This is an optimization exercise on Yosys and OpenROAD, whose aim is small area, a short achievable clock period and few clock cycles per item, not a production implementation.
In this exercise RTL edits were held to simulation tests only and were not proved equivalent to the original.
Power and IR drop assume default switching activity.

## constraint.sdc

```tcl
create_clock -name core_clock -period 16.0 [get_ports {clk}]
set_input_delay 3.2000 -clock core_clock [delete_from_list [all_inputs] [get_ports {clk}]]
set_output_delay 3.2000 -clock core_clock [all_outputs]
set_load 0.01 [all_outputs]
```

## flow/run.sh

```bash
#!/bin/bash
# The standard layout (the standard.sh: ORFS synthesis to final layout),
# with plain buffers on the ports instead of the delay buffer that
# buffer_ports picks by default.  Everything else is unchanged.
set -euo pipefail
export BUFFER_PORTS_ARGS="-buffer_cell sky130_fd_sc_hd__buf_2"
bash standard.sh > standard_flow.log 2>&1
```

## config.mk

```make
export PLATFORM = sky130hd
export DESIGN_NAME = seg_demod
export DESIGN_NICKNAME = seg_demod
export VERILOG_FILES = /design/flow/design.v
export SDC_FILE = /design/flow/constraint.sdc
export NUM_CORES = 4
export LEC_CHECK = 0
export CAP_MARGIN = 20
export CORE_MARGIN = 2
export CORE_UTILIZATION = 25
export CTS_BUF_LIST = sky130_fd_sc_hd__clkbuf_8 sky130_fd_sc_hd__clkbuf_16
export CTS_CLUSTER_DIAMETER = 150
export CTS_CLUSTER_SIZE = 20
export PLACE_DENSITY = 0.8
export SLEW_MARGIN = 20
```

## design.v

```verilog
module seg_demod (
    input  wire        clk,
    input  wire        rst_n,
    input  wire        in_valid,
    output wire        in_ready,
    input  wire [15:0] in_sample,
    input  wire [1:0]  in_scheme,
    input  wire        in_invert,
    output reg         out_valid,
    input  wire        out_ready,
    output reg         out_bit,
    output wire [71:0] out_metric
);
    reg        rdy;
    reg        mbusy;            
    reg  [3:0] mt;               
    reg        done_a;           
    wire       mlast = mbusy && (mt == 4'd9);
    assign in_ready = rdy;
    reg  [3:0]  kc;              
    reg  [15:0] s_r;
    reg  [15:0] s6r, s11r, s15r;     
    reg  [3:0]  k_s;
    reg  [1:0]  sch_s;
    reg         inv_s;
    reg         v_s;
    wire        take = in_valid && rdy;
    always @(posedge clk) begin
        s_r   <= in_sample;
        s6r   <= in_sample;
        s11r  <= in_sample;
        s15r  <= in_sample;
        sch_s <= in_scheme;
        inv_s <= in_invert;
        k_s   <= kc;
    end
    wire signed [15:0] s  = s_r;
    wire [29:0] m6, m11, m15;
    wire m6t_1 = 1'b1 ^ s6r[15];
    wire m6t_2 = 1'b1 & s6r[15];
    wire m6t_3 = 1'b1 ^ s6r[10];
    wire m6t_4 = 1'b1 & s6r[10];
    wire m6t_5 = 1'b1 ^ s6r[11];
    wire m6t_6 = 1'b1 & s6r[11];
    wire m6t_7 = 1'b1 ^ s6r[12];
    wire m6t_8 = 1'b1 & s6r[12];
    wire m6t_9 = 1'b1 ^ s6r[13];
    wire m6t_10 = 1'b1 & s6r[13];
    wire m6t_11 = 1'b1 ^ s6r[14];
    wire m6t_12 = 1'b1 & s6r[14];
    wire m6t_13 = 1'b1 ^ ~s6r[10];
    wire m6t_14 = 1'b1 & ~s6r[10];
    wire m6t_15 = ~s6r[11] ^ s6r[5];
    wire m6t_16 = ~s6r[11] & s6r[5];
    wire m6t_17 = ~s6r[12] ^ s6r[6] ^ ~s6r[2];
    wire m6t_18 = (~s6r[12] & s6r[6]) | (~s6r[12] & ~s6r[2]) | (s6r[6] & ~s6r[2]);
    wire m6t_19 = ~s6r[13] ^ s6r[7] ^ ~s6r[3];
    wire m6t_20 = (~s6r[13] & s6r[7]) | (~s6r[13] & ~s6r[3]) | (s6r[7] & ~s6r[3]);
    wire m6t_21 = ~s6r[14] ^ s6r[8] ^ ~s6r[4];
    wire m6t_22 = (~s6r[14] & s6r[8]) | (~s6r[14] & ~s6r[4]) | (s6r[8] & ~s6r[4]);
    wire m6t_23 = s6r[9] ^ ~s6r[5] ^ s6r[3];
    wire m6t_24 = (s6r[9] & ~s6r[5]) | (s6r[9] & s6r[3]) | (~s6r[5] & s6r[3]);
    wire m6t_25 = ~s6r[6] ^ s6r[4] ^ m6t_3;
    wire m6t_26 = (~s6r[6] & s6r[4]) | (~s6r[6] & m6t_3) | (s6r[4] & m6t_3);
    wire m6t_27 = ~s6r[7] ^ s6r[5] ^ m6t_5;
    wire m6t_28 = (~s6r[7] & s6r[5]) | (~s6r[7] & m6t_5) | (s6r[5] & m6t_5);
    wire m6t_29 = ~s6r[8] ^ s6r[6] ^ m6t_7;
    wire m6t_30 = (~s6r[8] & s6r[6]) | (~s6r[8] & m6t_7) | (s6r[6] & m6t_7);
    wire m6t_31 = ~s6r[9] ^ s6r[7] ^ m6t_9;
    wire m6t_32 = (~s6r[9] & s6r[7]) | (~s6r[9] & m6t_9) | (s6r[7] & m6t_9);
    wire m6t_33 = ~s6r[10] ^ s6r[8] ^ m6t_11;
    wire m6t_34 = (~s6r[10] & s6r[8]) | (~s6r[10] & m6t_11) | (s6r[8] & m6t_11);
    wire m6t_35 = ~s6r[15] ^ ~s6r[11] ^ s6r[9];
    wire m6t_36 = (~s6r[15] & ~s6r[11]) | (~s6r[15] & s6r[9]) | (~s6r[11] & s6r[9]);
    wire m6t_37 = 1'b1 ^ ~s6r[12];
    wire m6t_38 = 1'b1 & ~s6r[12];
    wire m6t_39 = 1'b1 ^ ~s6r[13];
    wire m6t_40 = 1'b1 & ~s6r[13];
    wire m6t_41 = 1'b1 ^ ~s6r[14];
    wire m6t_42 = 1'b1 & ~s6r[14];
    wire m6t_43 = s6r[4] ^ ~s6r[0];
    wire m6t_44 = s6r[4] & ~s6r[0];
    wire m6t_45 = ~s6r[1] ^ m6t_15 ^ m6t_14;
    wire m6t_46 = (~s6r[1] & m6t_15) | (~s6r[1] & m6t_14) | (m6t_15 & m6t_14);
    wire m6t_47 = s6r[0] ^ m6t_17 ^ m6t_16;
    wire m6t_48 = (s6r[0] & m6t_17) | (s6r[0] & m6t_16) | (m6t_17 & m6t_16);
    wire m6t_49 = s6r[1] ^ m6t_19 ^ m6t_18;
    wire m6t_50 = (s6r[1] & m6t_19) | (s6r[1] & m6t_18) | (m6t_19 & m6t_18);
    wire m6t_51 = s6r[2] ^ m6t_21 ^ m6t_20;
    wire m6t_52 = (s6r[2] & m6t_21) | (s6r[2] & m6t_20) | (m6t_21 & m6t_20);
    wire m6t_53 = m6t_1 ^ m6t_23 ^ m6t_22;
    wire m6t_54 = (m6t_1 & m6t_23) | (m6t_1 & m6t_22) | (m6t_23 & m6t_22);
    wire m6t_55 = m6t_2 ^ m6t_25 ^ m6t_24;
    wire m6t_56 = (m6t_2 & m6t_25) | (m6t_2 & m6t_24) | (m6t_25 & m6t_24);
    wire m6t_57 = m6t_4 ^ m6t_27 ^ m6t_26;
    wire m6t_58 = (m6t_4 & m6t_27) | (m6t_4 & m6t_26) | (m6t_27 & m6t_26);
    wire m6t_59 = m6t_6 ^ m6t_29 ^ m6t_28;
    wire m6t_60 = (m6t_6 & m6t_29) | (m6t_6 & m6t_28) | (m6t_29 & m6t_28);
    wire m6t_61 = m6t_8 ^ m6t_31 ^ m6t_30;
    wire m6t_62 = (m6t_8 & m6t_31) | (m6t_8 & m6t_30) | (m6t_31 & m6t_30);
    wire m6t_63 = m6t_10 ^ m6t_33 ^ m6t_32;
    wire m6t_64 = (m6t_10 & m6t_33) | (m6t_10 & m6t_32) | (m6t_33 & m6t_32);
    wire m6t_65 = m6t_12 ^ m6t_35 ^ m6t_34;
    wire m6t_66 = (m6t_12 & m6t_35) | (m6t_12 & m6t_34) | (m6t_35 & m6t_34);
    wire m6t_67 = s6r[10] ^ m6t_37 ^ m6t_36;
    wire m6t_68 = (s6r[10] & m6t_37) | (s6r[10] & m6t_36) | (m6t_37 & m6t_36);
    wire m6t_69 = s6r[11] ^ m6t_39 ^ m6t_38;
    wire m6t_70 = (s6r[11] & m6t_39) | (s6r[11] & m6t_38) | (m6t_39 & m6t_38);
    wire m6t_71 = s6r[12] ^ m6t_41 ^ m6t_40;
    wire m6t_72 = (s6r[12] & m6t_41) | (s6r[12] & m6t_40) | (m6t_41 & m6t_40);
    wire m6t_73 = s6r[15] ^ s6r[13] ^ m6t_42;
    wire m6t_74 = (s6r[15] & s6r[13]) | (s6r[15] & m6t_42) | (s6r[13] & m6t_42);
    wire m6t_75 = 1'b1 ^ s6r[14];
    wire m6t_76 = 1'b1 & s6r[14];
    wire [29:0] m6t_r0 = {1'b1, m6t_76, m6t_74, m6t_72, m6t_70, m6t_68, m6t_66, m6t_64, m6t_62, m6t_60, m6t_58, m6t_56, m6t_54, m6t_52, m6t_50, m6t_48, m6t_46, m6t_44, m6t_43, s6r[3], s6r[2], s6r[1], s6r[0], ~s6r[5], ~s6r[4], ~s6r[3], ~s6r[2], ~s6r[1], ~s6r[0], 1'b0};
    wire [29:0] m6t_r1 = {1'b0, ~s6r[15], m6t_75, m6t_73, m6t_71, m6t_69, m6t_67, m6t_65, m6t_63, m6t_61, m6t_59, m6t_57, m6t_55, m6t_53, m6t_51, m6t_49, m6t_47, m6t_45, m6t_13, ~s6r[9], ~s6r[8], ~s6r[7], ~s6r[6], 1'b0, 1'b0, 1'b0, 1'b0, 1'b0, 1'b1, 1'b0};
    assign m6 = m6t_r0 + m6t_r1;
    wire m11t_1 = 1'b1 ^ ~s11r[15];
    wire m11t_2 = 1'b1 & ~s11r[15];
    wire m11t_3 = 1'b1 ^ s11r[10];
    wire m11t_4 = 1'b1 & s11r[10];
    wire m11t_5 = 1'b1 ^ s11r[11];
    wire m11t_6 = 1'b1 & s11r[11];
    wire m11t_7 = 1'b1 ^ s11r[12];
    wire m11t_8 = 1'b1 & s11r[12];
    wire m11t_9 = 1'b1 ^ s11r[13];
    wire m11t_10 = 1'b1 & s11r[13];
    wire m11t_11 = 1'b1 ^ s11r[14];
    wire m11t_12 = 1'b1 & s11r[14];
    wire m11t_13 = s11r[11] ^ s11r[5];
    wire m11t_14 = s11r[11] & s11r[5];
    wire m11t_15 = s11r[12] ^ s11r[6] ^ s11r[4];
    wire m11t_16 = (s11r[12] & s11r[6]) | (s11r[12] & s11r[4]) | (s11r[6] & s11r[4]);
    wire m11t_17 = s11r[13] ^ s11r[7] ^ s11r[5];
    wire m11t_18 = (s11r[13] & s11r[7]) | (s11r[13] & s11r[5]) | (s11r[7] & s11r[5]);
    wire m11t_19 = s11r[3] ^ s11r[2];
    wire m11t_20 = s11r[3] & s11r[2];
    wire m11t_21 = s11r[14] ^ s11r[8] ^ s11r[6];
    wire m11t_22 = (s11r[14] & s11r[8]) | (s11r[14] & s11r[6]) | (s11r[8] & s11r[6]);
    wire m11t_23 = s11r[4] ^ s11r[3] ^ s11r[1];
    wire m11t_24 = (s11r[4] & s11r[3]) | (s11r[4] & s11r[1]) | (s11r[3] & s11r[1]);
    wire m11t_25 = s11r[9] ^ s11r[7] ^ s11r[5];
    wire m11t_26 = (s11r[9] & s11r[7]) | (s11r[9] & s11r[5]) | (s11r[7] & s11r[5]);
    wire m11t_27 = s11r[4] ^ s11r[2] ^ m11t_1;
    wire m11t_28 = (s11r[4] & s11r[2]) | (s11r[4] & m11t_1) | (s11r[2] & m11t_1);
    wire m11t_29 = s11r[8] ^ s11r[6] ^ s11r[5];
    wire m11t_30 = (s11r[8] & s11r[6]) | (s11r[8] & s11r[5]) | (s11r[6] & s11r[5]);
    wire m11t_31 = s11r[3] ^ m11t_3 ^ m11t_2;
    wire m11t_32 = (s11r[3] & m11t_3) | (s11r[3] & m11t_2) | (m11t_3 & m11t_2);
    wire m11t_33 = s11r[9] ^ s11r[7] ^ s11r[6];
    wire m11t_34 = (s11r[9] & s11r[7]) | (s11r[9] & s11r[6]) | (s11r[7] & s11r[6]);
    wire m11t_35 = s11r[4] ^ m11t_5 ^ m11t_4;
    wire m11t_36 = (s11r[4] & m11t_5) | (s11r[4] & m11t_4) | (m11t_5 & m11t_4);
    wire m11t_37 = s11r[10] ^ s11r[8] ^ s11r[7];
    wire m11t_38 = (s11r[10] & s11r[8]) | (s11r[10] & s11r[7]) | (s11r[8] & s11r[7]);
    wire m11t_39 = s11r[5] ^ m11t_7 ^ m11t_6;
    wire m11t_40 = (s11r[5] & m11t_7) | (s11r[5] & m11t_6) | (m11t_7 & m11t_6);
    wire m11t_41 = s11r[11] ^ s11r[9] ^ s11r[8];
    wire m11t_42 = (s11r[11] & s11r[9]) | (s11r[11] & s11r[8]) | (s11r[9] & s11r[8]);
    wire m11t_43 = s11r[6] ^ m11t_9 ^ m11t_8;
    wire m11t_44 = (s11r[6] & m11t_9) | (s11r[6] & m11t_8) | (m11t_9 & m11t_8);
    wire m11t_45 = s11r[12] ^ s11r[10] ^ s11r[9];
    wire m11t_46 = (s11r[12] & s11r[10]) | (s11r[12] & s11r[9]) | (s11r[10] & s11r[9]);
    wire m11t_47 = s11r[7] ^ m11t_11 ^ m11t_10;
    wire m11t_48 = (s11r[7] & m11t_11) | (s11r[7] & m11t_10) | (m11t_11 & m11t_10);
    wire m11t_49 = ~s11r[15] ^ s11r[13] ^ s11r[11];
    wire m11t_50 = (~s11r[15] & s11r[13]) | (~s11r[15] & s11r[11]) | (s11r[13] & s11r[11]);
    wire m11t_51 = s11r[10] ^ s11r[8] ^ m11t_12;
    wire m11t_52 = (s11r[10] & s11r[8]) | (s11r[10] & m11t_12) | (s11r[8] & m11t_12);
    wire m11t_53 = 1'b1 ^ s11r[14] ^ s11r[12];
    wire m11t_54 = (1'b1 & s11r[14]) | (1'b1 & s11r[12]) | (s11r[14] & s11r[12]);
    wire m11t_55 = s11r[11] ^ s11r[9];
    wire m11t_56 = s11r[11] & s11r[9];
    wire m11t_57 = ~s11r[15] ^ s11r[13] ^ s11r[12];
    wire m11t_58 = (~s11r[15] & s11r[13]) | (~s11r[15] & s11r[12]) | (s11r[13] & s11r[12]);
    wire m11t_59 = 1'b1 ^ s11r[14];
    wire m11t_60 = 1'b1 & s11r[14];
    wire m11t_61 = s11r[10] ^ s11r[4];
    wire m11t_62 = s11r[10] & s11r[4];
    wire m11t_63 = s11r[3] ^ s11r[1] ^ s11r[0];
    wire m11t_64 = (s11r[3] & s11r[1]) | (s11r[3] & s11r[0]) | (s11r[1] & s11r[0]);
    wire m11t_65 = s11r[2] ^ s11r[1] ^ m11t_15;
    wire m11t_66 = (s11r[2] & s11r[1]) | (s11r[2] & m11t_15) | (s11r[1] & m11t_15);
    wire m11t_67 = s11r[0] ^ m11t_19 ^ m11t_17;
    wire m11t_68 = (s11r[0] & m11t_19) | (s11r[0] & m11t_17) | (m11t_19 & m11t_17);
    wire m11t_69 = m11t_23 ^ m11t_21 ^ m11t_20;
    wire m11t_70 = (m11t_23 & m11t_21) | (m11t_23 & m11t_20) | (m11t_21 & m11t_20);
    wire m11t_71 = m11t_27 ^ m11t_25 ^ m11t_24;
    wire m11t_72 = (m11t_27 & m11t_25) | (m11t_27 & m11t_24) | (m11t_25 & m11t_24);
    wire m11t_73 = m11t_31 ^ m11t_29 ^ m11t_28;
    wire m11t_74 = (m11t_31 & m11t_29) | (m11t_31 & m11t_28) | (m11t_29 & m11t_28);
    wire m11t_75 = m11t_35 ^ m11t_33 ^ m11t_32;
    wire m11t_76 = (m11t_35 & m11t_33) | (m11t_35 & m11t_32) | (m11t_33 & m11t_32);
    wire m11t_77 = m11t_39 ^ m11t_37 ^ m11t_36;
    wire m11t_78 = (m11t_39 & m11t_37) | (m11t_39 & m11t_36) | (m11t_37 & m11t_36);
    wire m11t_79 = m11t_43 ^ m11t_41 ^ m11t_40;
    wire m11t_80 = (m11t_43 & m11t_41) | (m11t_43 & m11t_40) | (m11t_41 & m11t_40);
    wire m11t_81 = m11t_47 ^ m11t_45 ^ m11t_44;
    wire m11t_82 = (m11t_47 & m11t_45) | (m11t_47 & m11t_44) | (m11t_45 & m11t_44);
    wire m11t_83 = m11t_51 ^ m11t_49 ^ m11t_48;
    wire m11t_84 = (m11t_51 & m11t_49) | (m11t_51 & m11t_48) | (m11t_49 & m11t_48);
    wire m11t_85 = m11t_55 ^ m11t_53 ^ m11t_52;
    wire m11t_86 = (m11t_55 & m11t_53) | (m11t_55 & m11t_52) | (m11t_53 & m11t_52);
    wire m11t_87 = s11r[10] ^ m11t_57 ^ m11t_56;
    wire m11t_88 = (s11r[10] & m11t_57) | (s11r[10] & m11t_56) | (m11t_57 & m11t_56);
    wire m11t_89 = s11r[13] ^ s11r[11] ^ m11t_59;
    wire m11t_90 = (s11r[13] & s11r[11]) | (s11r[13] & m11t_59) | (s11r[11] & m11t_59);
    wire m11t_91 = ~s11r[15] ^ s11r[14] ^ s11r[12];
    wire m11t_92 = (~s11r[15] & s11r[14]) | (~s11r[15] & s11r[12]) | (s11r[14] & s11r[12]);
    wire m11t_93 = s11r[8] ^ s11r[2];
    wire m11t_94 = s11r[8] & s11r[2];
    wire m11t_95 = s11r[9] ^ s11r[3] ^ s11r[1];
    wire m11t_96 = (s11r[9] & s11r[3]) | (s11r[9] & s11r[1]) | (s11r[3] & s11r[1]);
    wire m11t_97 = s11r[2] ^ s11r[0] ^ m11t_61;
    wire m11t_98 = (s11r[2] & s11r[0]) | (s11r[2] & m11t_61) | (s11r[0] & m11t_61);
    wire m11t_99 = m11t_13 ^ m11t_63 ^ m11t_62;
    wire m11t_100 = (m11t_13 & m11t_63) | (m11t_13 & m11t_62) | (m11t_63 & m11t_62);
    wire m11t_101 = m11t_14 ^ m11t_65 ^ m11t_64;
    wire m11t_102 = (m11t_14 & m11t_65) | (m11t_14 & m11t_64) | (m11t_65 & m11t_64);
    wire m11t_103 = m11t_16 ^ m11t_67 ^ m11t_66;
    wire m11t_104 = (m11t_16 & m11t_67) | (m11t_16 & m11t_66) | (m11t_67 & m11t_66);
    wire m11t_105 = m11t_18 ^ m11t_69 ^ m11t_68;
    wire m11t_106 = (m11t_18 & m11t_69) | (m11t_18 & m11t_68) | (m11t_69 & m11t_68);
    wire m11t_107 = m11t_22 ^ m11t_71 ^ m11t_70;
    wire m11t_108 = (m11t_22 & m11t_71) | (m11t_22 & m11t_70) | (m11t_71 & m11t_70);
    wire m11t_109 = m11t_26 ^ m11t_73 ^ m11t_72;
    wire m11t_110 = (m11t_26 & m11t_73) | (m11t_26 & m11t_72) | (m11t_73 & m11t_72);
    wire m11t_111 = m11t_30 ^ m11t_75 ^ m11t_74;
    wire m11t_112 = (m11t_30 & m11t_75) | (m11t_30 & m11t_74) | (m11t_75 & m11t_74);
    wire m11t_113 = m11t_34 ^ m11t_77 ^ m11t_76;
    wire m11t_114 = (m11t_34 & m11t_77) | (m11t_34 & m11t_76) | (m11t_77 & m11t_76);
    wire m11t_115 = m11t_38 ^ m11t_79 ^ m11t_78;
    wire m11t_116 = (m11t_38 & m11t_79) | (m11t_38 & m11t_78) | (m11t_79 & m11t_78);
    wire m11t_117 = m11t_42 ^ m11t_81 ^ m11t_80;
    wire m11t_118 = (m11t_42 & m11t_81) | (m11t_42 & m11t_80) | (m11t_81 & m11t_80);
    wire m11t_119 = m11t_46 ^ m11t_83 ^ m11t_82;
    wire m11t_120 = (m11t_46 & m11t_83) | (m11t_46 & m11t_82) | (m11t_83 & m11t_82);
    wire m11t_121 = m11t_50 ^ m11t_85 ^ m11t_84;
    wire m11t_122 = (m11t_50 & m11t_85) | (m11t_50 & m11t_84) | (m11t_85 & m11t_84);
    wire m11t_123 = m11t_54 ^ m11t_87 ^ m11t_86;
    wire m11t_124 = (m11t_54 & m11t_87) | (m11t_54 & m11t_86) | (m11t_87 & m11t_86);
    wire m11t_125 = m11t_58 ^ m11t_89 ^ m11t_88;
    wire m11t_126 = (m11t_58 & m11t_89) | (m11t_58 & m11t_88) | (m11t_89 & m11t_88);
    wire m11t_127 = m11t_60 ^ m11t_91 ^ m11t_90;
    wire m11t_128 = (m11t_60 & m11t_91) | (m11t_60 & m11t_90) | (m11t_91 & m11t_90);
    wire m11t_129 = ~s11r[15] ^ s11r[13] ^ m11t_92;
    wire m11t_130 = (~s11r[15] & s11r[13]) | (~s11r[15] & m11t_92) | (s11r[13] & m11t_92);
    wire m11t_131 = 1'b1 ^ s11r[14];
    wire m11t_132 = 1'b1 & s11r[14];
    wire [29:0] m11t_r0 = {1'b1, m11t_132, m11t_130, m11t_128, m11t_126, m11t_124, m11t_122, m11t_120, m11t_118, m11t_116, m11t_114, m11t_112, m11t_110, m11t_108, m11t_106, m11t_104, m11t_102, m11t_100, m11t_98, m11t_96, m11t_94, m11t_93, s11r[1], s11r[0], s11r[5], s11r[4], s11r[3], s11r[2], s11r[1], s11r[0]};
    wire [29:0] m11t_r1 = {1'b0, ~s11r[15], m11t_131, m11t_129, m11t_127, m11t_125, m11t_123, m11t_121, m11t_119, m11t_117, m11t_115, m11t_113, m11t_111, m11t_109, m11t_107, m11t_105, m11t_103, m11t_101, m11t_99, m11t_97, m11t_95, s11r[0], s11r[7], s11r[6], 1'b0, 1'b0, 1'b0, 1'b0, 1'b0, 1'b0};
    assign m11 = m11t_r0 + m11t_r1;
    wire m15t_1 = 1'b1 ^ s15r[10];
    wire m15t_2 = 1'b1 & s15r[10];
    wire m15t_3 = s15r[11] ^ s15r[6];
    wire m15t_4 = s15r[11] & s15r[6];
    wire m15t_5 = s15r[12] ^ s15r[7];
    wire m15t_6 = s15r[12] & s15r[7];
    wire m15t_7 = s15r[13] ^ s15r[8];
    wire m15t_8 = s15r[13] & s15r[8];
    wire m15t_9 = s15r[14] ^ s15r[9] ^ ~s15r[6];
    wire m15t_10 = (s15r[14] & s15r[9]) | (s15r[14] & ~s15r[6]) | (s15r[9] & ~s15r[6]);
    wire m15t_11 = 1'b1 ^ ~s15r[15] ^ s15r[10];
    wire m15t_12 = (1'b1 & ~s15r[15]) | (1'b1 & s15r[10]) | (~s15r[15] & s15r[10]);
    wire m15t_13 = ~s15r[7] ^ ~s15r[5];
    wire m15t_14 = ~s15r[7] & ~s15r[5];
    wire m15t_15 = 1'b1 ^ s15r[11] ^ ~s15r[8];
    wire m15t_16 = (1'b1 & s15r[11]) | (1'b1 & ~s15r[8]) | (s15r[11] & ~s15r[8]);
    wire m15t_17 = ~s15r[6] ^ s15r[2];
    wire m15t_18 = ~s15r[6] & s15r[2];
    wire m15t_19 = 1'b1 ^ s15r[12] ^ ~s15r[9];
    wire m15t_20 = (1'b1 & s15r[12]) | (1'b1 & ~s15r[9]) | (s15r[12] & ~s15r[9]);
    wire m15t_21 = ~s15r[7] ^ s15r[3];
    wire m15t_22 = ~s15r[7] & s15r[3];
    wire m15t_23 = 1'b1 ^ s15r[13] ^ ~s15r[10];
    wire m15t_24 = (1'b1 & s15r[13]) | (1'b1 & ~s15r[10]) | (s15r[13] & ~s15r[10]);
    wire m15t_25 = ~s15r[8] ^ s15r[4];
    wire m15t_26 = ~s15r[8] & s15r[4];
    wire m15t_27 = 1'b1 ^ s15r[14] ^ ~s15r[11];
    wire m15t_28 = (1'b1 & s15r[14]) | (1'b1 & ~s15r[11]) | (s15r[14] & ~s15r[11]);
    wire m15t_29 = ~s15r[9] ^ s15r[5];
    wire m15t_30 = ~s15r[9] & s15r[5];
    wire m15t_31 = ~s15r[15] ^ ~s15r[12] ^ ~s15r[10];
    wire m15t_32 = (~s15r[15] & ~s15r[12]) | (~s15r[15] & ~s15r[10]) | (~s15r[12] & ~s15r[10]);
    wire m15t_33 = 1'b1 ^ ~s15r[13];
    wire m15t_34 = 1'b1 & ~s15r[13];
    wire m15t_35 = 1'b1 ^ ~s15r[14];
    wire m15t_36 = 1'b1 & ~s15r[14];
    wire m15t_37 = 1'b1 ^ s15r[8];
    wire m15t_38 = 1'b1 & s15r[8];
    wire m15t_39 = s15r[9] ^ s15r[4];
    wire m15t_40 = s15r[9] & s15r[4];
    wire m15t_41 = s15r[5] ^ ~s15r[2] ^ ~s15r[0];
    wire m15t_42 = (s15r[5] & ~s15r[2]) | (s15r[5] & ~s15r[0]) | (~s15r[2] & ~s15r[0]);
    wire m15t_43 = ~s15r[3] ^ ~s15r[1] ^ m15t_3;
    wire m15t_44 = (~s15r[3] & ~s15r[1]) | (~s15r[3] & m15t_3) | (~s15r[1] & m15t_3);
    wire m15t_45 = ~s15r[4] ^ ~s15r[2] ^ m15t_5;
    wire m15t_46 = (~s15r[4] & ~s15r[2]) | (~s15r[4] & m15t_5) | (~s15r[2] & m15t_5);
    wire m15t_47 = ~s15r[5] ^ ~s15r[3] ^ m15t_7;
    wire m15t_48 = (~s15r[5] & ~s15r[3]) | (~s15r[5] & m15t_7) | (~s15r[3] & m15t_7);
    wire m15t_49 = ~s15r[4] ^ s15r[0] ^ m15t_9;
    wire m15t_50 = (~s15r[4] & s15r[0]) | (~s15r[4] & m15t_9) | (s15r[0] & m15t_9);
    wire m15t_51 = s15r[1] ^ m15t_13 ^ m15t_11;
    wire m15t_52 = (s15r[1] & m15t_13) | (s15r[1] & m15t_11) | (m15t_13 & m15t_11);
    wire m15t_53 = m15t_17 ^ m15t_15 ^ m15t_14;
    wire m15t_54 = (m15t_17 & m15t_15) | (m15t_17 & m15t_14) | (m15t_15 & m15t_14);
    wire m15t_55 = m15t_21 ^ m15t_19 ^ m15t_18;
    wire m15t_56 = (m15t_21 & m15t_19) | (m15t_21 & m15t_18) | (m15t_19 & m15t_18);
    wire m15t_57 = m15t_25 ^ m15t_23 ^ m15t_22;
    wire m15t_58 = (m15t_25 & m15t_23) | (m15t_25 & m15t_22) | (m15t_23 & m15t_22);
    wire m15t_59 = m15t_29 ^ m15t_27 ^ m15t_26;
    wire m15t_60 = (m15t_29 & m15t_27) | (m15t_29 & m15t_26) | (m15t_27 & m15t_26);
    wire m15t_61 = s15r[6] ^ m15t_31 ^ m15t_30;
    wire m15t_62 = (s15r[6] & m15t_31) | (s15r[6] & m15t_30) | (m15t_31 & m15t_30);
    wire m15t_63 = ~s15r[11] ^ s15r[7] ^ m15t_33;
    wire m15t_64 = (~s15r[11] & s15r[7]) | (~s15r[11] & m15t_33) | (s15r[7] & m15t_33);
    wire m15t_65 = ~s15r[12] ^ s15r[8] ^ m15t_35;
    wire m15t_66 = (~s15r[12] & s15r[8]) | (~s15r[12] & m15t_35) | (s15r[8] & m15t_35);
    wire m15t_67 = s15r[15] ^ ~s15r[13] ^ s15r[9];
    wire m15t_68 = (s15r[15] & ~s15r[13]) | (s15r[15] & s15r[9]) | (~s15r[13] & s15r[9]);
    wire m15t_69 = 1'b1 ^ ~s15r[14];
    wire m15t_70 = 1'b1 & ~s15r[14];
    wire m15t_71 = s15r[3] ^ ~s15r[0];
    wire m15t_72 = s15r[3] & ~s15r[0];
    wire m15t_73 = ~s15r[1] ^ m15t_39 ^ m15t_38;
    wire m15t_74 = (~s15r[1] & m15t_39) | (~s15r[1] & m15t_38) | (m15t_39 & m15t_38);
    wire m15t_75 = m15t_1 ^ m15t_41 ^ m15t_40;
    wire m15t_76 = (m15t_1 & m15t_41) | (m15t_1 & m15t_40) | (m15t_41 & m15t_40);
    wire m15t_77 = m15t_2 ^ m15t_43 ^ m15t_42;
    wire m15t_78 = (m15t_2 & m15t_43) | (m15t_2 & m15t_42) | (m15t_43 & m15t_42);
    wire m15t_79 = m15t_4 ^ m15t_45 ^ m15t_44;
    wire m15t_80 = (m15t_4 & m15t_45) | (m15t_4 & m15t_44) | (m15t_45 & m15t_44);
    wire m15t_81 = m15t_6 ^ m15t_47 ^ m15t_46;
    wire m15t_82 = (m15t_6 & m15t_47) | (m15t_6 & m15t_46) | (m15t_47 & m15t_46);
    wire m15t_83 = m15t_8 ^ m15t_49 ^ m15t_48;
    wire m15t_84 = (m15t_8 & m15t_49) | (m15t_8 & m15t_48) | (m15t_49 & m15t_48);
    wire m15t_85 = m15t_10 ^ m15t_51 ^ m15t_50;
    wire m15t_86 = (m15t_10 & m15t_51) | (m15t_10 & m15t_50) | (m15t_51 & m15t_50);
    wire m15t_87 = m15t_12 ^ m15t_53 ^ m15t_52;
    wire m15t_88 = (m15t_12 & m15t_53) | (m15t_12 & m15t_52) | (m15t_53 & m15t_52);
    wire m15t_89 = m15t_16 ^ m15t_55 ^ m15t_54;
    wire m15t_90 = (m15t_16 & m15t_55) | (m15t_16 & m15t_54) | (m15t_55 & m15t_54);
    wire m15t_91 = m15t_20 ^ m15t_57 ^ m15t_56;
    wire m15t_92 = (m15t_20 & m15t_57) | (m15t_20 & m15t_56) | (m15t_57 & m15t_56);
    wire m15t_93 = m15t_24 ^ m15t_59 ^ m15t_58;
    wire m15t_94 = (m15t_24 & m15t_59) | (m15t_24 & m15t_58) | (m15t_59 & m15t_58);
    wire m15t_95 = m15t_28 ^ m15t_61 ^ m15t_60;
    wire m15t_96 = (m15t_28 & m15t_61) | (m15t_28 & m15t_60) | (m15t_61 & m15t_60);
    wire m15t_97 = m15t_32 ^ m15t_63 ^ m15t_62;
    wire m15t_98 = (m15t_32 & m15t_63) | (m15t_32 & m15t_62) | (m15t_63 & m15t_62);
    wire m15t_99 = m15t_34 ^ m15t_65 ^ m15t_64;
    wire m15t_100 = (m15t_34 & m15t_65) | (m15t_34 & m15t_64) | (m15t_65 & m15t_64);
    wire m15t_101 = m15t_36 ^ m15t_67 ^ m15t_66;
    wire m15t_102 = (m15t_36 & m15t_67) | (m15t_36 & m15t_66) | (m15t_67 & m15t_66);
    wire m15t_103 = s15r[10] ^ m15t_69 ^ m15t_68;
    wire m15t_104 = (s15r[10] & m15t_69) | (s15r[10] & m15t_68) | (m15t_69 & m15t_68);
    wire m15t_105 = s15r[15] ^ s15r[11] ^ m15t_70;
    wire m15t_106 = (s15r[15] & s15r[11]) | (s15r[15] & m15t_70) | (s15r[11] & m15t_70);
    wire m15t_107 = 1'b1 ^ s15r[12];
    wire m15t_108 = 1'b1 & s15r[12];
    wire m15t_109 = 1'b1 ^ s15r[13];
    wire m15t_110 = 1'b1 & s15r[13];
    wire m15t_111 = 1'b1 ^ s15r[14];
    wire m15t_112 = 1'b1 & s15r[14];
    wire [29:0] m15t_r0 = {m15t_112, m15t_110, m15t_108, m15t_106, m15t_104, m15t_102, m15t_100, m15t_98, m15t_96, m15t_94, m15t_92, m15t_90, m15t_88, m15t_86, m15t_84, m15t_82, m15t_80, m15t_78, m15t_76, m15t_74, m15t_72, m15t_71, s15r[2], s15r[1], s15r[0], s15r[4], s15r[3], s15r[2], s15r[1], s15r[0]};
    wire [29:0] m15t_r1 = {~s15r[15], m15t_111, m15t_109, m15t_107, m15t_105, m15t_103, m15t_101, m15t_99, m15t_97, m15t_95, m15t_93, m15t_91, m15t_89, m15t_87, m15t_85, m15t_83, m15t_81, m15t_79, m15t_77, m15t_75, m15t_73, m15t_37, s15r[7], s15r[6], s15r[5], 1'b0, 1'b0, 1'b0, 1'b0, 1'b0};
    assign m15 = m15t_r0 + m15t_r1;
    function [4:0] sin1c;
        input [3:0] j;
        begin
            case (j[2:0])
                3'd1, 3'd7: sin1c[3:0] = 4'b0001;
                3'd2, 3'd6: sin1c[3:0] = 4'b0010;
                3'd3, 3'd5: sin1c[3:0] = 4'b0100;
                3'd4:       sin1c[3:0] = 4'b1000;
                default:    sin1c[3:0] = 4'b0000;
            endcase
            sin1c[4] = j[3];
        end
    endfunction
    reg         fsk_p, ask_p, ie_p;
    wire        first_s = v_s && (k_s == 4'd0);
    wire        fsk_e = first_s ? (sch_s == 2'd1) : fsk_p;
    wire        ask_e = first_s ? (sch_s == 2'd0) : ask_p;
    wire [4:0]  ci1 = sin1c(k_s);
    wire [4:0]  cq1 = sin1c(k_s + 4'd4);
    wire [4:0]  ci2 = sin1c({k_s[2:0], 1'b0});
    wire [4:0]  cq2 = sin1c({k_s[2:0], 1'b0} + 4'd4);
    reg  signed [29:0] p6, p11, p15;
    reg  signed [15:0] s_p;
    reg  [3:0]  k_p;
    reg         v_p;
    reg  [4:0]  sa, sb, sc, sd;      
    reg         n_a, n_b, n_c, n_d;
    reg  [3:0]  fst;                 
    always @(posedge clk) begin
        p6  <= m6;
        p11 <= m11;
        p15 <= m15;
        s_p <= s_r;
        k_p <= k_s;
        fsk_p <= fsk_e;
        ask_p <= ask_e;
        if (first_s)
            ie_p <= (sch_s == 2'd2) && inv_s;
        sa  <= !v_s ? 5'd0 : ask_e ? 5'b10000 : {1'b0, ci2[3:0]};
        sb  <= (v_s && fsk_e) ? {1'b0, ci1[3:0]} : 5'd0;
        sc  <= (v_s && fsk_e) ? {1'b0, cq2[3:0]} : 5'd0;
        sd  <= (v_s && fsk_e) ? {1'b0, cq1[3:0]} : 5'd0;
        n_a <= !ask_e && ci2[4];
        n_b <= ci1[4];
        n_c <= cq2[4];
        n_d <= cq1[4];
        fst <= {4{first_s}};
    end
    function [34:0] pick;
        input [4:0] c;
        input signed [29:0] a6, a11, a15;
        input signed [15:0] sv;
        reg signed [34:0] e6, e11, e15, e16, es;
        begin
            e6 = a6; e11 = a11; e15 = a15; e16 = sv <<< 14; es = sv;
            pick = ({35{c[0]}} & e6) | ({35{c[1]}} & e11) | ({35{c[2]}} & e15)
                 | ({35{c[3]}} & e16) | ({35{c[4]}} & es);
        end
    endfunction
    wire [34:0] va = pick(sa, p6, p11, p15, s_p) ^ {35{n_a}};
    wire [34:0] vb = pick(sb, p6, p11, p15, s_p) ^ {35{n_b}};
    wire [34:0] vc = pick(sc, p6, p11, p15, s_p) ^ {35{n_c}};
    wire [34:0] vd = pick(sd, p6, p11, p15, s_p) ^ {35{n_d}};
    function [34:0] acc3;
        input [34:0] a, u, w;
        input ci0, ci1;
        reg [34:0] sm, cy;
        reg [35:0] t;
        begin
            sm = a ^ u ^ w;
            cy = {(a[33:0] & u[33:0]) | (a[33:0] & w[33:0]) | (u[33:0] & w[33:0]), ci0};
            t  = {sm, 1'b1} + {cy, ci1};
            acc3 = t[35:1];
        end
    endfunction
    reg  [34:0] ax1, ay1, ax2, ay2;
    reg         fsk_a, ie_a;
    wire [34:0] bx1 = fst[0] ? 35'd0 : ax1;
    wire [34:0] by1 = fst[1] ? 35'd0 : ay1;
    wire [34:0] bx2 = fst[2] ? 35'd0 : ax2;
    wire [34:0] by2 = fst[3] ? 35'd0 : ay2;
    always @(posedge clk) begin
        ax1 <= acc3(bx1, va, ~vb, n_a, !n_b);
        ay1 <= acc3(by1, va,  vb, n_a,  n_b);
        ax2 <= acc3(bx2, vc, ~vd, n_c, !n_d);
        ay2 <= acc3(by2, vc,  vd, n_c,  n_d);
        if (v_p && k_p == 4'd15) begin
            fsk_a <= fsk_p;
            ie_a  <= ie_p;
        end
    end
    reg signed [34:0] x1, x2;
    reg        [35:0] y1, y2;
    reg        [35:0] cs_s, cs_c;    
    reg        [1:0]  cc;            
    reg               nz;            
    reg               ie_m;
    reg        [67:0] om;
    reg               fin;           
    reg        [2:0]  xf;            
    reg               om_sh;         
    reg               om_hi;         
    assign out_metric = {{4{om[67]}}, om};
    wire xfer = done_a;
    function [3:0] bdig;
        input [2:0] b;
        begin
            bdig[0] = ~b[2] & (b[1] ^ b[0]);
            bdig[1] =  b[2] & (b[1] ^ b[0]);
            bdig[2] = ~b[2] &  b[1] &  b[0];
            bdig[3] =  b[2] & ~b[1] & ~b[0];
        end
    endfunction
    function [35:0] brow;
        input signed [34:0] x;
        input [3:0] d;
        reg [35:0] xe, xs, v;
        begin
            xe = {x[34], x};
            xs = {xe[34:0], 1'b0};
            v  = ({36{d[0]}} & xe) | ({36{d[1]}} & ~xe) | ({36{d[2]}} & xs) | ({36{d[3]}} & ~xs);
            brow = {~v[35], v[34:0]};
        end
    endfunction
    wire [35:0] ny1 = fsk_a ? {ay1[34], ay1} : 36'd1;
    wire [35:0] ny2 = {ay2[34], ay2};
    wire [4:0]  nw1 = xfer ? {ny1[3:0], 1'b0} : y1[7:3];
    wire [4:0]  nw2 = xfer ? {ny2[3:0], 1'b0} : y2[7:3];
    reg  [3:0]  d1a, d1b, d2a, d2b;
    reg  [3:0]  e1a, e1b, e2a, e2b;    
    wire [35:0] r1a = {brow(x1, e1a) >> 18, 18'd0} | (brow(x1, d1a) & 36'h3FFFF);
    wire [35:0] r1b = {brow(x1, e1b) >> 18, 18'd0} | (brow(x1, d1b) & 36'h3FFFF);
    wire [35:0] r2a = {brow(x2, e2a) >> 18, 18'd0} | (brow(x2, d2a) & 36'h3FFFF);
    wire [35:0] r2b = {brow(x2, e2b) >> 18, 18'd0} | (brow(x2, d2b) & 36'h3FFFF);
    wire n1a = d1a[1] | d1a[3];
    wire n1b = d1b[1] | d1b[3];
    wire n2a = d2a[1] | d2a[3];
    wire n2b = d2b[1] | d2b[3];
    wire [39:0] v0 = {4'd0, cs_s};
    wire [39:0] v1 = {4'd0, cs_c};
    wire [39:0] v2 = {4'd0, r1a};
    wire [39:0] v3 = {4'd0, r2a};
    wire [39:0] v4 = {2'd0, r1b, 1'b0, n1a};
    wire [39:0] v5 = {2'd0, r2b, 1'b0, n2a};
    wire [39:0] a1 = v0 ^ v1 ^ v2;
    wire [39:0] b1 = {(v0[38:0] & v1[38:0]) | (v0[38:0] & v2[38:0]) | (v1[38:0] & v2[38:0]), 1'b0};
    wire [39:0] a2 = v3 ^ v4 ^ v5;
    wire [39:0] b2 = {(v3[38:0] & v4[38:0]) | (v3[38:0] & v5[38:0]) | (v4[38:0] & v5[38:0]), 1'b0};
    wire [39:0] a3 = a1 ^ b1 ^ a2;
    wire [39:0] b3 = {(a1[38:0] & b1[38:0]) | (a1[38:0] & a2[38:0]) | (b1[38:0] & a2[38:0]), 1'b0};
    wire [39:0] a4 = a3 ^ b3 ^ b2;
    wire [39:0] b4 = {(a3[38:0] & b3[38:0]) | (a3[38:0] & b2[38:0]) | (b3[38:0] & b2[38:0]), 1'b0};
    wire [1:0] nb   = {1'b0, n1b} + {1'b0, n2b};
    wire [5:0] lowd = {2'b0, a4[3:0]} + {2'b0, b4[3:0]} + {4'b0, cc} + {2'b0, nb, 2'b0};
    wire [31:0] hi = cs_s[31:0] + cs_c[31:0] + {30'd0, cc} + 32'hAAAAAAAB;
    always @(posedge clk) begin
        if (xf[0]) begin
            x1  <= ax1;
            x2  <= ax2;
            ie_m <= ie_a;
        end
        y1  <= xf[1] ? ny1 : {4'd0, y1[35:4]};
        y2  <= xf[1] ? ny2 : {4'd0, y2[35:4]};
        d1a <= bdig(nw1[2:0]);  e1a <= bdig(nw1[2:0]);
        d1b <= bdig(nw1[4:2]);  e1b <= bdig(nw1[4:2]);
        d2a <= bdig(nw2[2:0]);  e2a <= bdig(nw2[2:0]);
        d2b <= bdig(nw2[4:2]);  e2b <= bdig(nw2[4:2]);
        if (xf[2]) begin
            cs_s <= 36'd0;
            cs_c <= 36'd0;
            cc   <= 2'd0;
            nz   <= 1'b0;
        end else begin
            cs_s <= a4[39:4];
            cs_c <= b4[39:4];
            cc   <= lowd[5:4];
            if (om_sh)
                nz <= nz | (lowd[3:0] != 4'd0);
        end
        if (om_sh)
            om[35:0] <= {lowd[3:0], om[35:4]};
        if (om_hi)
            om[67:36] <= hi;
        if (fin)
            out_bit <= (!om[67] && (om[67:36] != 32'd0 || nz)) ^ ie_m;
    end
    wire [3:0] kc_n    = take ? kc + 4'd1 : kc;
    wire       mbusy_n = xfer || (mbusy && !mlast);
    wire [3:0] mt_n    = xfer ? 4'd0 : (mbusy ? mt + 4'd1 : mt);
    wire       ov_n    = fin || (out_valid && !out_ready);
    wire       done_n  = v_p && (k_p == 4'd15);
    always @(posedge clk) begin
        if (!rst_n) begin
            rdy       <= 1'b1;
            kc        <= 4'd0;
            v_s       <= 1'b0;
            v_p       <= 1'b0;
            done_a    <= 1'b0;
            xf        <= 3'd0;
            mbusy     <= 1'b0;
            mt        <= 4'd0;
            om_sh     <= 1'b0;
            om_hi     <= 1'b0;
            fin       <= 1'b0;
            out_valid <= 1'b0;
        end else begin
            rdy       <= (kc_n != 4'd15) || (!mbusy_n && !mlast && !ov_n);
            kc        <= kc_n;
            v_s       <= take;
            v_p       <= v_s;
            done_a    <= done_n;
            xf        <= {3{done_n}};
            mbusy     <= mbusy_n;
            mt        <= mt_n;
            om_sh     <= mbusy_n && (mt_n <= 4'd8);
            om_hi     <= mbusy_n && (mt_n == 4'd9);
            fin       <= mlast;
            out_valid <= ov_n;
        end
    end
endmodule
```

## standard.sh

```bash
#!/bin/bash
# synth_recipe.tcl (not shown) runs the flow's synth.tcl, then flattens the netlist and writes it again
# the make line also repeats each setting of config.mk as NAME=value (left out here)
make -C /OpenROAD-flow-scripts/flow DESIGN_CONFIG=/design/flow/config.mk WORK_HOME=/design/flow/orfs CLKGATE_MAP_FILE= SYNTH_SCRIPT=/design/flow/synth_recipe.tcl "${@:-finish}"
```

==> impl_metrics.py, run 1 <==
metrics = {
    "placed_design": {
        "gp_congestion": 1.024,
        "dp_hpwl_um": 94920,
        "dp_slack_ps": 10890,
        "io_buffers": 97,
    },
    "synth": {
        "synth-seq-area-share": 0.2921,
        "synth_mux_area_frac": 0.04943,
        "synthXorXnorAreaFrac": 0.07708,
        "postSynthNetCount": 5311,
        "syn_inst": 4558,
        "yosys.area_share.adder": 0.2660,
        "netlist_top_cells_area": "dfxtp_1 20%, fa_1 16%, ha_1 9.9%",
        "synth-compound-area-share": 0.1399,
        "synth.distinct_cells": 95,
        "synth-edff-count": 143,
        "yosysWarnings": 1,
        "synth-async-reset-ratio": 0,
        "netlist.area_leader.share": 0.1974,
        "ys_ff_latch": 590,
        "syn-cell-area_sq_mm": 0.04534,
        "synth_top_area_cell": "dfxtp_1",
        "avgSynthCellArea_sq_um": 9.946,
        "synth-simple-area-share": 0.1082,
        "ys.flop_type": "dfxtp_1",
        "synth_top_family_by_area": "adder cells",
    },
    "cts": {
        "htreeDepth": 2,
        "cts_resized": 0,
        "cts_num_sinks": 590,
        "clk_path_buf_depth": 3,
        "cts_hold_buf": 0,
        "cts_tree": "built",
        "path_clk_slew_ps": 90,
        "clock_latency_ps": 630,
        "cts_buffers": 35,
        "cts_setup_buffers": 0,
        "cts_root_buf": "clkbuf_16",
    },
    "global_route": {
        "grt_first_pass_wirelength_um": 189600,
        "grt_overflow_total": 0,
        "grtUsageTotal": 0.1280,
        "grt_pass1_vias": 32750,
        "grt_max_degree": 202,
        "antenna_found_initial": 10,
    },
    "critical_path": {
        "path_class": "reg2reg",
        "critPathCaptureType": "register",
        "max_stage_delay_ps": 860,
        "crit_fanout": 74,
        "path_cells": "buf_4, nor2b_1, fa_1, ha_1, nand2_1, o31ai_2, o31ai_4, o31ai_1, a31oi_1, o31ai_1, a31o_1, a31oi_1, nand2_1, a21oi_1, xnor2_1",
        "r2r-start": "fst[0]",
        "arrival_ps": 5690,
        "slowest_stage": "dfxtp_4",
        "required_ps": 16480,
        "startpoint_type": "register",
        "worstSetupStartpoint": "fst[0]",
    },
    "power_and_ir_drop": {
        "totalPowerFinal_mw": 6.425,
        "p_switching_mw": 2.718,
        "power.leakage_nw": 22.01,
        "pwr-share-seq": 0.336,
        "p_comb_frac": 0.514,
        "pwr-share-clk": 0.150,
        "peakVddDrop_mv": 0.08599,
        "p_int_mw": 3.707,
        "sw_frac_of_total": 0.4230,
        "power_density_mw_per_mm2": 130.3,
    },
    "routing": {
        "vias": 32830,
        "drt-total-wl_um": 119900,
        "drc": 0,
        "drt_iter0_drc": 2848,
        "routedWlPerCell_um": 17.32,
        "vias_per_cell": 4.741,
        "ant_nets": 0,
        "dr.pass1.iters": 8,
    },
    "sta": {
        "slew_violations": 0,
        "setup-tns-final_ps": 0,
        "clock.fmax_ghz": 0.1917,
        "finalCritPeriodShare": 0.3260,
        "setup_viol": 0,
        "worstMarginPinSlew_ps": 1115,
        "period_needed_ps": 5216,
        "slew_headroom": 0.2555,
        "hold_viol_final": 0,
        "skew_ps": 49.58,
        "final.setup.worst_slack_ps": 10780,
        "rsz0062_at_grt": "no",
    },
    "cells_and_area": {
        "nFillCells": 18590,
        "syn_to_final_growth_pct": 8.804,
        "layout.nets": 5289,
        "layout-drive-gt1-share": 0.08101,
        "num_antenna_cells": 0,
    },
    "floorplan": {
        "die_w_um": 429.8,
        "fp.coreArea_sq_mm": 0.1805,
        "die-area_sq_mm": 0.1848,
        "initial_core_util": 0.2511,
        "io_pins": 98,
        "die_h_um": 429.8,
        "rows": 156,
    },
    "worst_hold_path": {
        "min_from": "k_s[3]",
        "hold_path.class": "reg2reg",
    },
    "outcome": {
        "status": "finished clean",
    },
    "job": {
        "drv_cap": 0,
    },
}
## metal layers
| metal | track usage | vias to the layer above | part of all wire |
|---|---|---|---|
| met1 | 0.1775 | 16050 | 0.45 |
| met2 | 0.2021 | 1256 | 0.44 |
| li1 | - | 15290 | - |
| met3 | 0.02296 | 222 | 0.079 |
| met4 | 0.03792 | 8 | 0.031 |
| met5 | 0 | - | 0.00035 |
## cell usage in the layout (no fill, tap or decap), types with 14 or more instances in the layout
| cell type | count |
|---|---|
| a22o_1 | 35 |
| buf_2 | 97 |
| o21a_1 | 34 |
| buf_4 | 24 |
| a21oi_1 | 184 |
| nor3_1 | 30 |
| fa_1 | 371 |
| nor2_1 | 137 |
| dfxtp_1 | 434 |
| a22oi_1 | 38 |
| o21bai_1 | 26 |
| xor2_1 | 128 |
| nor2b_1 | 310 |
| a21o_1 | 125 |
| or2_2 | 14 |
| nand4_1 | 17 |
| edfxtp_1 | 143 |
| xnor2_1 | 269 |
| and3_1 | 22 |
| a222oi_1 | 19 |
| mux2_2 | 127 |
| nand3_1 | 64 |
| a31oi_1 | 20 |
| a221oi_1 | 49 |
| inv_1 | 638 |
| nand2_1 | 177 |
| ha_1 | 359 |
| nand2b_1 | 75 |
| a211oi_1 | 120 |
| maj3_1 | 14 |
| o21ai_0 | 104 |
| clkbuf_16 | 35 |
| o21ai_1 | 30 |
| mux2i_1 | 81 |
## registers in the layout (all words and copies together) (netlist names), 16 cells and up
register	count
ax1	35
ax2	35
x1	35
s_r	16
x2	35
p6	28
s_p	16
y1	32
cs_c	35
ay1	35
p15	25
cs_s	35
om	68
p11	24
ay2	35
y2	32
## per-stage QoR
step | cells | area (sq um) | utilization | hold WS, ps
after global placement | 6869 | 48300 | 0.2675 | 345.2
after CTS | 6925 | 49320 | 0.2732 | 359.9
after global routing | 6925 | 49330 | 0.2732 | 373.1
final | 6925 | 49330 | 0.2732 | 357.3
after detailed placement | 6869 | 48300 | 0.2675 | 342.1
after floorplan | 4558 | 45340 | - | 330.8
## worst max-delay path: cells and delay by family (launching register included)
family                   cells  cell delay, ps
AO/OA/AOI/OAI                8            2070
flip-flops                   1             860
adder cells (fa/ha/maj)      2             850
buffers and inverters        1             710
AND/OR/NAND/NOR              3             370
XOR/XNOR                     1             130
## cells by family after synthesis
logic type	Yosys count
xor+xnor	399
compound gates	898
fa+ha+maj	744
flops	590
buf+inv	804
mux	208
simple gates	915
## final timing paths
kind             end  cells past startpoint  slack (ps)
max          ay2[32]                     15       10780
min           k_p[3]                      0         360
max reg2reg  ay2[32]                     15       10780
min reg2reg   k_p[3]                      0         360
## cell type report
| class | count | area, sq um | area share |
|---|---|---|---|
| clock buffer | 36 | 889.6 | 0.01803 |
| clock inverter | 20 | 127.6 | 0.002587 |
| inverter | 623 | 2338 | 0.04741 |
| multi-input combinational | 3164 | 29060 | 0.5891 |
| sequential | 590 | 13260 | 0.2689 |
| tap | 2370 | 2965 | 0.06012 |
| timing repair buffer | 122 | 685.7 | 0.01390 |
## synthesized netlist by cell type (all sizes together) (5+ instances only)
library cell,n
inv,622
dfxtp,447
fa,371
ha,359
nor2b,310
xnor2,270
a21oi,194
nand2,177
clkbuf,150
edfxtp,143
o21ai,139
nor2,138
xor2,129
mux2,127
a21o,125
a211oi,123
mux2i,81
nand2b,75
nand3,64
a221oi,51
a22oi,39
a22o,35
o21a,34
buf,31
nor3,31
o21bai,26
and3,22
a31oi,20
a222oi,19
nand4,17
o31ai,16
or2,15
maj3,14
and2,13
or3,13
a21boi,11
o211ai,11
nor4,10
a31o,9
a221o,6
a311oi,6
and4,6
a211o,5
nand3b,5
## power groups by stage
stage / Sequential [mW] / Combinational [mW] / Clock [mW]
CTS: 2.14 / 3.26 / 0.991
floorplan: 2.00 / 2.57 / 0
global route: 2.17 / 3.67 / 1.04
global placement: 2.16 / 3.14 / 0
detailed placement: 2.17 / 3.23 / 0
finish: 2.16 / 3.30 / 0.965
Testbench counts, summed over its fixed seeds: cycles 51,320, items 3,200.
==> run 2: changes to the inputs <==
==> flow/run.sh (replaced) <==
#!/bin/bash
# The standard layout (the standard.sh: ORFS synthesis to final layout),
# with two changes to how the layout is made:
#  - plain buffers on the ports instead of the delay buffer that
#    buffer_ports picks by default;
#  - the delay cells (clkdlybuf4s*, dlygate*, dlymetal*) are left out of the
#    cells the tools may use, so repair_design buffers long or slow nets with
#    plain buffers.
set -euo pipefail
export BUFFER_PORTS_ARGS="-buffer_cell sky130_fd_sc_hd__buf_2"
export DONT_USE_CELLS="sky130_fd_sc_hd__clkdlybuf4s15_1 sky130_fd_sc_hd__clkdlybuf4s15_2 sky130_fd_sc_hd__clkdlybuf4s18_1 sky130_fd_sc_hd__clkdlybuf4s18_2 sky130_fd_sc_hd__clkdlybuf4s25_1 sky130_fd_sc_hd__clkdlybuf4s25_2 sky130_fd_sc_hd__clkdlybuf4s50_1 sky130_fd_sc_hd__clkdlybuf4s50_2 sky130_fd_sc_hd__dlygate4sd1_1 sky130_fd_sc_hd__dlygate4sd2_1 sky130_fd_sc_hd__dlygate4sd3_1 sky130_fd_sc_hd__dlymetal6s2s_1 sky130_fd_sc_hd__dlymetal6s4s_1 sky130_fd_sc_hd__dlymetal6s6s_1"
bash standard.sh > standard_flow.log 2>&1
--- a/config.mk
+++ b/config.mk
@@ -11,5 +11,4 @@
 export CTS_BUF_LIST = sky130_fd_sc_hd__clkbuf_8 sky130_fd_sc_hd__clkbuf_16
 export CTS_CLUSTER_DIAMETER = 150
 export CTS_CLUSTER_SIZE = 20
-export PLACE_DENSITY = 0.8
-export SLEW_MARGIN = 20
+export SLEW_MARGIN = 60
==> run 2 against run 1 <==
Compared with the run above:
- flip-flop and latch count stayed put
- first-iteration DRC count is 16% lower
- maximum frequency is 6.6% higher
- die area stayed put
- count of clock-buffer cells in the layout stayed put
- synthesized cell count stayed put
- final cell count is 0.35% higher
- combinational power hardly changed
- critical endpoint unchanged
- largest cell class unchanged
==> impl_metrics.py, run 2 <==
metrics = {
    "routing": {
        "drc": 0,
        "dr.pass1.iters": 11,
        "ant_nets": 0,
        "vias": 31780,
        "drt_iter0_drc": 2388,
        "vias_per_cell": 4.574,
        "routedWlPerCell_um": 17.58,
        "drt-total-wl_um": 122100,
    },
    "synth": {
        "synthXorXnorAreaFrac": 0.07708,
        "yosys.area_share.adder": 0.2660,
        "synth-simple-area-share": 0.1082,
        "ys_ff_latch": 590,
        "synth.top_cells.by_count": "622 x inv_1, 447 x dfxtp_1, 371 x fa_1",
        "synth-compound-area-share": 0.1399,
        "synth-edff-count": 143,
        "synth-seq-area-share": 0.2921,
        "postSynthNetCount": 5311,
        "netlist.area_leader.share": 0.1974,
        "syn_inst": 4558,
        "synth_top_family_by_area": "adder cells",
        "yosysMostFrequentCell": "inv_1",
        "synth_top_area_cell": "dfxtp_1",
        "avgSynthCellArea_sq_um": 9.946,
        "yosysWarnings": 1,
        "netlist_top_cells_area": "dfxtp_1 20%, fa_1 16%, ha_1 9.9%",
        "synth-async-reset-ratio": 0,
        "syn-cell-area_sq_mm": 0.04534,
        "synth_mux_area_frac": 0.04943,
        "ys.flop_type": "dfxtp_1",
        "synth.distinct_cells": 95,
    },
    "cts": {
        "path_clk_slew_ps": 90,
        "clk_path_buf_depth": 3,
        "cts_num_sinks": 590,
        "cts_buffers": 36,
        "cts_tree": "built",
        "cts_setup_buffers": 0,
        "cts_root_buf": "clkbuf_16",
        "cts_hold_buf": 0,
        "clock_latency_ps": 630,
        "cts_resized": 0,
        "htreeDepth": 2,
    },
    "critical_path": {
        "reg2reg_slack_ps": 11110,
        "startpoint_type": "register",
        "critPathCaptureType": "register",
        "crit_fanout": 36,
        "arrival_ps": 5390,
        "required_ps": 16500,
        "path_class": "reg2reg",
    },
    "power_and_ir_drop": {
        "peakVddDrop_mv": 0.07560,
        "pwr-share-seq": 0.332,
        "sw_frac_of_total": 0.4199,
        "pwr-share-clk": 0.152,
        "p_comb_frac": 0.516,
        "totalPowerFinal_mw": 6.397,
        "p_int_mw": 3.711,
        "power.leakage_nw": 22.37,
        "power_density_mw_per_mm2": 127.8,
        "p_switching_mw": 2.686,
    },
    "placed_design": {
        "gp_congestion": 0.9291,
        "io_buffers": 97,
        "dp_hpwl_um": 97480,
    },
    "global_route": {
        "grtUsageTotal": 0.1305,
        "antenna_found_initial": 1,
        "grt_pass1_vias": 31550,
        "grt_overflow_total": 0,
        "grt_max_degree": 79,
        "grt_first_pass_wirelength_um": 190100,
    },
    "cells_and_area": {
        "num_antenna_cells": 0,
        "final_common_cell": "inv_1",
        "layout-drive-gt1-share": 0.1031,
        "regMostFlops": "om",
        "nFillCells": 18880,
        "final_cell_mix": "634 x inv_1, 415 x dfxtp_1, 371 x fa_1",
        "layout.nets": 5311,
        "largest_reg_flops": 68,
        "syn_to_final_growth_pct": 10.41,
    },
    "job": {
        "drv_cap": 0,
    },
    "sta": {
        "slew_headroom": 0.5282,
        "worstMarginPinSlew_ps": 707.7,
        "slew_violations": 0,
        "period_needed_ps": 4891,
        "setup-tns-final_ps": 0,
        "setup_viol": 0,
        "finalCritPeriodShare": 0.3057,
        "rsz0062_at_grt": "no",
        "skew_ps": 39.18,
        "clock.fmax_ghz": 0.2045,
        "hold_viol_final": 0,
    },
    "outcome": {
        "status": "finished clean",
    },
    "floorplan": {
        "die_h_um": 429.8,
        "rows": 156,
        "initial_core_util": 0.2511,
        "io_pins": 98,
        "die-area_sq_mm": 0.1848,
        "die_w_um": 429.8,
        "fp.coreArea_sq_mm": 0.1805,
    },
    "worst_hold_path": {
        "hold_path.class": "reg2reg",
    },
}
[run 2: cell counts after synthesis]
Identical to the previous run, type by type.
[run 2: worst paths after layout]
kind / from / endpoint / cells after the start
worst max register to register: sd[2] / ay2[32] / 18
worst max-delay path: sd[2] / ay2[32] / 18
worst min register to register: k_s[3] / k_p[3] / 0
worst min-delay path: k_s[3] / k_p[3] / 0
[run 2: final cells by class]
cell class / instances / area (sq um) / area share
clock buffers: 36 / 900.9 / 0.01800
clock inverters: 23 / 131.4 / 0.002625
inverters: 623 / 2338 / 0.04672
multi-input cells: 3164 / 29490 / 0.5891
flip-flops and latches: 590 / 13310 / 0.2660
well taps: 2370 / 2965 / 0.05924
repair buffers: 143 / 920.9 / 0.01840
[run 2: power by group through the flow]
stage / logic, mW / registers [mW] / clock network, mW
2_1_floorplan: 2.57 / 2.00 / 0
3_3_place_gp: 3.20 / 2.15 / 0
3_5_place_dp: 3.25 / 2.15 / 0
4_1_cts: 3.27 / 2.12 / 1.01
5_1_grt: 3.69 / 2.15 / 1.06
6_report: 3.30 / 2.12 / 0.973
[run 2: layer usage]
metal | routed length [um] | up-vias | GRT usage | part of all wire
met5 | 13 | - | 0 | 0.00011
met4 | 3661 | 2 | 0.03729 | 0.030
met3 | 6731 | 154 | 0.01890 | 0.055
met2 | 51300 | 866 | 0.1958 | 0.42
met1 | 60430 | 15430 | 0.1928 | 0.49
li1 | - | 15330 | - | -
[run 2: cells by family (layout without fill, tap and decap cells)]
family | Yosys count | after routing
mux | 208 | 208
buf+inv | 804 | 825
xor+xnor | 399 | 399
fa+ha+maj | 744 | 744
flops | 590 | 590
compound gates | 898 | 898
simple gates | 915 | 915
[run 2: metrics by stage]
stage / hold slack (ps) / utilization / cells / setup slack, ps / cell area [sq um]
floorplan: 330.8 / - / 4558 / 11390 / 45340
global placement: 350.7 / 0.2676 / 6871 / 10850 / 48310
detailed placement: 351.9 / 0.2705 / 6881 / 11040 / 48840
CTS: 366.9 / 0.2762 / 6940 / 11030 / 49880
global route: 374.4 / 0.2772 / 6949 / 10850 / 50060
finish: 362.0 / 0.2772 / 6949 / 11110 / 50060
[run 2: worst max-delay path, cell delays in order, from the launching register on]
cell and delay (ps):
dfxtp_4 430, buf_12 190, or2_2 360, a22o_1 210, xnor2_1 310, inv_1 120
fa_1 460, ha_1 340, nand2_1 100, o31ai_2 430, o31ai_4 130, o31ai_1 430
a31oi_1 220, o31ai_1 400, a31o_1 210, a31oi_1 120, nand2_1 100, a21oi_1 70
xnor2_1 120
==> run 3: changes to the inputs <==
--- a/design.v
+++ b/design.v
@@ -379,9 +379,11 @@
         end
     endfunction
     reg         fsk_p, ask_p, ie_p;
+    reg         nul_p;               
     wire        first_s = v_s && (k_s == 4'd0);
     wire        fsk_e = first_s ? (sch_s == 2'd1) : fsk_p;
     wire        ask_e = first_s ? (sch_s == 2'd0) : ask_p;
+    wire        nul_e = first_s ? (sch_s == 2'd3) : nul_p;
     wire [4:0]  ci1 = sin1c(k_s);
     wire [4:0]  cq1 = sin1c(k_s + 4'd4);
     wire [4:0]  ci2 = sin1c({k_s[2:0], 1'b0});
@@ -401,9 +403,10 @@
         k_p <= k_s;
         fsk_p <= fsk_e;
         ask_p <= ask_e;
+        nul_p <= nul_e;
         if (first_s)
             ie_p <= (sch_s == 2'd2) && inv_s;
-        sa  <= !v_s ? 5'd0 : ask_e ? 5'b10000 : {1'b0, ci2[3:0]};
+        sa  <= (!v_s || nul_e) ? 5'd0 : ask_e ? 5'b10000 : {1'b0, ci2[3:0]};
         sb  <= (v_s && fsk_e) ? {1'b0, ci1[3:0]} : 5'd0;
         sc  <= (v_s && fsk_e) ? {1'b0, cq2[3:0]} : 5'd0;
         sd  <= (v_s && fsk_e) ? {1'b0, cq1[3:0]} : 5'd0;
==> run 3 against run 2 <==
Compared with the run above:
- power decreased by 0.84%
- cell area about the same
- first-iteration DRC count is 3.7% lower
- maximum frequency decreased by 7.3%
- largest cell class unchanged
- largest power group unchanged
==> impl_metrics.py, run 3 <==
metrics = {
    "cts": {
        "htreeDepth": 2,
        "path_clk_slew_ps": 90,
        "clock_latency_ps": 610,
        "cts_hold_buf": 0,
        "cts_num_sinks": 591,
        "cts_tree": "built",
        "cts_setup_buffers": 0,
        "cts_root_buf": "clkbuf_16",
        "clk_path_buf_depth": 3,
        "cts_resized": 0,
        "cts_buffers": 35,
    },
    "synth": {
        "syn_inst": 4613,
        "yosysMostFrequentCell": "inv_1",
        "syn-cell-area_sq_mm": 0.04551,
        "synth-seq-area-share": 0.2914,
        "ys.flop_type": "dfxtp_1",
        "synth_top_area_cell": "dfxtp_1",
        "synth.distinct_cells": 93,
        "yosysWarnings": 1,
        "netlist_top_cells_area": "dfxtp_1 20%, fa_1 16%, ha_1 9.9%",
        "synth-async-reset-ratio": 0,
        "postSynthNetCount": 5366,
        "synth.top_cells.by_count": "621 x inv_1, 448 x dfxtp_1, 371 x fa_1",
        "avgSynthCellArea_sq_um": 9.866,
        "synth-edff-count": 143,
        "ys_ff_latch": 591,
        "netlist.area_leader.share": 0.1971,
    },
    "routing": {
        "vias": 31830,
        "drc": 0,
        "drt-total-wl_um": 112900,
        "routedWlPerCell_um": 16.13,
        "dr.pass1.iters": 8,
        "vias_per_cell": 4.547,
        "drt_iter0_drc": 2300,
        "ant_nets": 0,
    },
    "floorplan": {
        "die-area_sq_mm": 0.1855,
        "die_h_um": 430.7,
        "rows": 156,
        "die_w_um": 430.7,
        "io_pins": 98,
        "fp.coreArea_sq_mm": 0.1807,
        "initial_core_util": 0.2518,
    },
    "critical_path": {
        "path_cells": "inv_2, fa_1, inv_1, fa_1, inv_1, fa_1, inv_1, ha_1, a21o_1, a21o_1, a21o_1, or3_1, a211o_1, a31oi_2, nor2b_1, o21a_1, o41a_1, xor2_1",
        "cp_top_family": "adder cells",
        "crit_buf_inv": 4,
        "reg2reg_slack_ps": 10720,
        "startpoint_type": "register",
        "arrival_ps": 5740,
        "required_ps": 16470,
        "max_stage_delay_ps": 650,
        "slowest_stage": "dfxtp_1",
        "path_class": "reg2reg",
        "crit_fanout": 14,
        "critPathCaptureType": "register",
    },
    "cells_and_area": {
        "regMostFlops": "om",
        "seq_area_sq_mm": 0.01335,
        "layout-drive-gt1-share": 0.09010,
        "layout.nets": 5361,
        "largest_reg_flops": 68,
        "final_cell_mix": "632 x inv_1, 408 x dfxtp_1, 371 x fa_1",
        "utilization": 0.2770,
        "syn_to_final_growth_pct": 10.01,
        "nFillCells": 18940,
        "multi_input_area_sq_mm": 0.02941,
        "final_common_cell": "inv_1",
    },
    "sta": {
        "setup_viol": 0,
        "finalCritPeriodShare": 0.3297,
        "slew_headroom": 0.5974,
        "hold_viol_final": 0,
        "worstMarginPinSlew_ps": 603.0,
        "setup-tns-final_ps": 0,
        "clock.fmax_ghz": 0.1895,
        "rsz0062_at_grt": "no",
        "skew_ps": 43.30,
        "period_needed_ps": 5276,
        "slew_violations": 0,
    },
    "global_route": {
        "grtUsageTotal": 0.1206,
        "grt_overflow_total": 0,
        "grt_first_pass_wirelength_um": 180200,
        "grt_max_degree": 75,
        "antenna_found_initial": 4,
        "grt_pass1_vias": 32170,
    },
    "placed_design": {
        "dp_hpwl_um": 90470,
        "gp_congestion": 0.8869,
        "io_buffers": 97,
    },
    "job": {
        "drv_cap": 0,
    },
    "outcome": {
        "status": "finished clean",
    },
    "power_and_ir_drop": {
        "power_density_mw_per_mm2": 126.7,
        "power.leakage_nw": 22.22,
        "peakVddDrop_mv": 0.07008,
    },
    "worst_hold_path": {
        "hold_path.class": "reg2reg",
    },
}
[run 3: metal layers]
layer  GRT usage  wire length, um  vias to the layer above
met5           0               21                        -
met4     0.02387             1915                        4
met3     0.01487             5653                      107
met2      0.1840            47400                      767
met1      0.1811            57920                    15440
li1            -                -                    15520
[run 3: per-stage QoR]
step	hold WS, ps	std cells	setup slack [ps]	instance area, sq um	power, mW
floorplan	329.0	4613	10840	45510	4.599
global placement	350.0	6918	10340	48450	5.309
detailed placement	353.2	6927	10660	48790	5.375
CTS	364.0	6984	10630	49790	6.346
global route	372.9	6998	10470	50060	6.855
finish	360.0	7000	10720	50070	6.343
[run 3: final timing paths]
path           start       to  cells past startpoint
max          s_r[12]  p11[28]                     18
min reg2reg   k_s[3]   k_p[3]                      0
max reg2reg  s_r[12]  p11[28]                     18
min           k_s[3]   k_p[3]                      0
[run 3: logic make-up after synthesis]
kind of cell    share of synthesized area
compound gates                     0.1375
mux                               0.04902
flops                              0.2914
xor+xnor                          0.07717
simple gates                       0.1131
buf+inv                           0.06694
fa+ha+maj                          0.2650
[run 3: final cells by class]
cell class / instances / share of cell area
multi-input combinational: 3216 / 0.5875
sequential: 591 / 0.2666
tap: 2370 / 0.05923
inverter: 621 / 0.04656
timing repair buffer: 143 / 0.01997
clock buffer: 36 / 0.01799
clock inverter: 21 / 0.002049
antenna: 2 / 0.00009996
[run 3: where the power goes]
group | total (mW) | internal [mW] | leakage, nW | switching (mW)
registers | 2.12 | 1.87 | 5.02 | 0.256
logic | 3.26 | 1.45 | 16.6 | 1.82
clock network | 0.954 | 0.413 | 0.554 | 0.541
total | 6.34 | 3.73 | 22.2 | 2.61
Testbench counts of run 3, summed over its fixed seeds: cycles 51,320, items 3,200.

Setup slack of run 3, layout unchanged: 10.724 ns with ideal ports, 10.724 ns with driving cells assumed (clock clkbuf_16, inputs buf_2), 10.724 ns with port delays also shifted by the 0.666 ns mid clock arrival.
